Source: an optimization exercise on an open RTL-to-GDS flow (aim: small area, a short achievable clock period and few clock cycles). Production flows keep margins and buffers that such runs may drop.
In this exercise RTL edits were held to simulation tests only and were not proved equivalent to the original.
Power figures rest on the tool's default switching activity, not on a simulated workload.

==> run a: inputs <==
// coin_wallet
module coin_wallet(clk, rst, in_valid, in_ready, in_data, out_valid, out_ready, out_data, out_last, coin_edge, ms_tick, restore_valid, restore_bal, restore_cnt, bal, cnt, zind, save_req);
==> flow/config.mk <==
export PLATFORM = sky130hd
export DESIGN_NAME = coin_wallet
export DESIGN_NICKNAME = coin_wallet
export VERILOG_FILES = /design/flow/design.v
export SDC_FILE = /design/flow/constraint.sdc
export NUM_CORES = 4
export LEC_CHECK = 0
export ABC_AREA = 1
export CAP_MARGIN = 0
export CORE_MARGIN = 2
export CORE_UTILIZATION = 40
export CTS_CLUSTER_DIAMETER = 100
export CTS_CLUSTER_SIZE = 25
export SETUP_SLACK_MARGIN = 4.1
export SLEW_MARGIN = 0
==> flow/constraint.sdc <==
create_clock -name core_clock -period 8.0 [get_ports {clk}]
set_input_delay 1.6000 -clock core_clock [delete_from_list [all_inputs] [get_ports {clk}]]
set_output_delay 1.6000 -clock core_clock [all_outputs]
set_load 0.01 [all_outputs]
run.sh (not shown) runs the stock make flow with config.mk's settings and CLKGATE_MAP_FILE= SYNTH_SCRIPT=/design/flow/synth_recipe.tcl, a recipe that flattens the netlist after the stock synthesis.
==> inputs of run b, as changes to run a <==
- SETUP_SLACK_MARGIN: 4.1 -> 4.0
==> inputs of run c, as changes to run a <==
- CTS_CLUSTER_SIZE: 25 -> 20
- SETUP_SLACK_MARGIN: 4.1 -> 4.0
==> run notes <==
| item | run a | run b | run c |
|---|---|---|---|
| Result of the run | complete, no violations | complete, no violations | complete, no violations |
| Total clock buffers created by CTS | 20 | 19 | 22 |
| Reg-to-reg slack, setup | 4.13 ns | 4.14 ns | 4.11 ns |
| Met2 wire length | 37.9 mm | 37.1 mm | 37.3 mm |
| Beginning of the worst register-to-register path | d_b[15]$_SDFFCE_PN0P_ | ib[1]$_DFFE_PP_ | d_b[11]$_SDFFCE_PN0P_ |
| Sw frac | 32.3% | 31.8% | 31.5% |
| Reported net switching power | 1.40 mW | 1.36 mW | 1.36 mW |
| Largest incremental delay on the critical path | 0.54 ns | 0.57 ns | 0.57 ns |
| Achievable Freq | 258 MHz | 254 MHz | 252 MHz |
| Clock period minus final worst setup slack | 3.87 ns | 3.93 ns | 3.97 ns |
| Reg clk slew, reported paths | 0.10 ns | 0.11 ns | 0.09 ns |
| Buffer share of cell area | 7.84% | 7.72% | 7.85% |
| Total met3 wirelength after detailed routing | 5.36 mm | 5.62 mm | 5.65 mm |
| Met1 wire length | 35.6 mm | 35.5 mm | 35.8 mm |
| Post-DR wirelength/cell | 20.3 um | 20.4 um | 20.4 um |
| Number of inserted filler cells in the final layout | 5745 | 5746 | 5731 |
Testbench counts of run a, summed over its fixed seeds: cycles 155,004.
Testbench counts of run b, summed over its fixed seeds: cycles 155,004.
Testbench counts of run c, summed over its fixed seeds: cycles 155,004.

========
==> job 3375 <==
coin_wallet, a different RTL version from the one above (not shown whole).
clock: 8.0 ns
lec_check: 0
abc_area: 1
cap_margin: 0
core_margin: 2
core_utilization: 40
setup_slack_margin: 4.0
slew_margin: 0
==> inputs of job 2404, as changes to job 3375 <==
CAP_MARGIN = 20   (was 0)
SLEW_MARGIN = 20   (was 0)
==> comparison table <==
Proportion of cell area occupied by registers: job 2404 33.9%; job 3375 33.9%
Critical register-to-register path endpoint: job 2404 tp[0]; job 3375 bal[22]
Final Power: job 2404 0.00536 W; job 3375 0.00537 W
Worst EP arrival: job 2404 4410 ps; job 3375 4290 ps
Via Count: job 2404 23,500; job 3375 23,400
Final WL: job 2404 82,000 µm; job 3375 82,000 µm
# nets final: job 2404 3,446; job 3375 3,443
Detailed route wirelength on metal3: job 2404 5750 µm; job 3375 5660 µm
Area of all sequential standard cells: job 2404 0.00959 mm²; job 3375 0.00958 mm²
Area of all placed cells without fillers: job 2404 0.0283 mm²; job 3375 0.0283 mm²
Number of standard cells in the final layout excluding fillers: job 2404 4,060; job 3375 4,058
Routed via count divided by cell count: job 2404 5.78; job 3375 5.77
WL met1: job 2404 34,600 µm; job 3375 34,600 µm
Crit. Startpoint: job 2404 tp[0]; job 3375 s_yn
PD cells: job 2404 189 mW/mm²; job 3375 190 mW/mm²
Status: job 2404 finished clean; job 3375 finished clean
Largest fanout of any net on the critical path: job 2404 15; job 3375 13
Layout cell share with drive strength beyond 1: job 2404 8.46%; job 3375 8.25%
Leakage dissipation: job 2404 11.5 nW; job 3375 11.5 nW
Switching power total: job 2404 0.00159 W; job 3375 0.00159 W
Crit path required time: job 2404 8520 ps; job 3375 8440 ps
DRT iter0 DRCs: job 2404 2,057; job 3375 2,122
Testbench counts of job 3375, summed over its fixed seeds: cycles 155,004.
Testbench counts of job 2404, summed over its fixed seeds: cycles 155,004.

========
==> build 6: inputs <==
coin_wallet with an RTL version that a note above also has.
make LEC_CHECK=0 ABC_AREA=1 CAP_MARGIN=0 CORE_MARGIN=2 CORE_UTILIZATION=40 CTS_CLUSTER_DIAMETER=100 CTS_CLUSTER_SIZE=30 SETUP_SLACK_MARGIN=4.0 SLEW_MARGIN=0 finish   # period 8.0 ns
==> inputs of trial 35, as changes to build 6 <==
--- a/flow/config.mk
+++ b/flow/config.mk
@@ -11,4 +11,2 @@
 export CORE_UTILIZATION = 40
-export CTS_CLUSTER_DIAMETER = 100
-export CTS_CLUSTER_SIZE = 30
 export SETUP_SLACK_MARGIN = 4.0
==> qor summary <==
| quantity | trial 35 | build 6 |
|---|---|---|
| Multi-input gate area in the final layout | 12600 um2 | 12600 um2 |
| Clock share of power | 38.5% | 27.3% |
| Number of global-route vias before repair | 22254 | 21903 |
| Maximum clock frequency | 252 MHz | 254 MHz |
| Sequential share of power | 42.3% | 50.0% |
| Clock network area share | 4.92% | 2.32% |
| Fraction of layout instances using a drive strength above 1 | 8.88% | 7.85% |
| Origin of the worst min-delay path | x_nc[1] | x_nc[2] |
| Clk. pwr | 1950 uW | 1170 uW |
| Status | timing/DRC/antenna clean | timing/DRC/antenna clean |
| Clock buffer count in the final layout | 59 | 22 |
| Met3 Usage GRT | 3.33% | 2.79% |
| P_comb | 975 uW | 977 uW |
| Worst Slack Setup Final | 4.04 ns | 4.07 ns |
| Slew at the pin closest to its max-slew limit | 1.12 ns | 1.09 ns |
| Drt initial violations | 2245 | 2317 |
| Launching point of the worst reg2reg path | ib[1] | d_a[22] |
| Final cell utilization of the core | 47.7% | 46.3% |
| Met1 Track Usage GR | 36.2% | 36.1% |
| Per-cell via count in the routed design | 5.78 | 5.80 |
| Total internal power | 3570 uW | 2890 uW |
| Met1 wire length | 36.2 mm | 35.5 mm |
| Combinational power share | 19.2% | 22.7% |
| End point of the worst hold path | r_nc[1] | r_nc[2] |
Testbench counts of build 6, summed over its fixed seeds: cycles 155,004.
Testbench counts of trial 35, summed over its fixed seeds: cycles 155,004.

static timing again, ports no longer ideal:
The results above use ideal ports. As a check the final layouts listed here were re-extracted and re-timed, cells and wires unchanged.
Step 1 (the two cells are an assumption about what drives the block):
set clk [get_ports {clk}]
set_driving_cell -lib_cell sky130_fd_sc_hd__clkbuf_16 $clk
set_driving_cell -lib_cell sky130_fd_sc_hd__buf_2 [delete_from_list [all_inputs] $clk]
Step 2 also shifts input and output timing later by t, the mid clock arrival at the registers, as if the neighbouring blocks saw the same clock.
a / b / c = no drivers / after step 1 / after step 2; a / b = the first two.
| run | t (ns) | slack for setup (ns) | clock arrival spread, ns | slew at the worst register clock pin (ns) |
|---|---|---|---|---|
| run a | 0.621 | 4.129 / 4.127 / 3.743 | 0.038 / 0.038 | 0.12 / 0.12 |
| run b | 0.611 | 4.067 / 4.004 / 3.605 | 0.030 / 0.030 | 0.11 / 0.11 |
| run c | 0.611 | 4.031 / 3.969 / 3.623 | 0.031 / 0.031 | 0.10 / 0.10 |
| job 3375 | 0.644 | 4.142 / 4.142 / 3.613 | 0.034 / 0.034 | 0.06 / 0.06 |
| job 2404 | 0.646 | 4.113 / 4.113 / 3.619 | 0.034 / 0.034 | 0.06 / 0.06 |
| build 6 | 0.615 | 4.071 / 4.007 / 3.601 | 0.033 / 0.033 | 0.12 / 0.12 |
| trial 35 | 0.617 | 4.038 / 3.979 / 3.608 | 0.029 / 0.029 | 0.06 / 0.06 |
After both steps every run listed still meets setup and hold. For job 3375, which loses most, drivers alone change the setup slack by 0.000 ns; drivers and shift together by -0.529 ns.
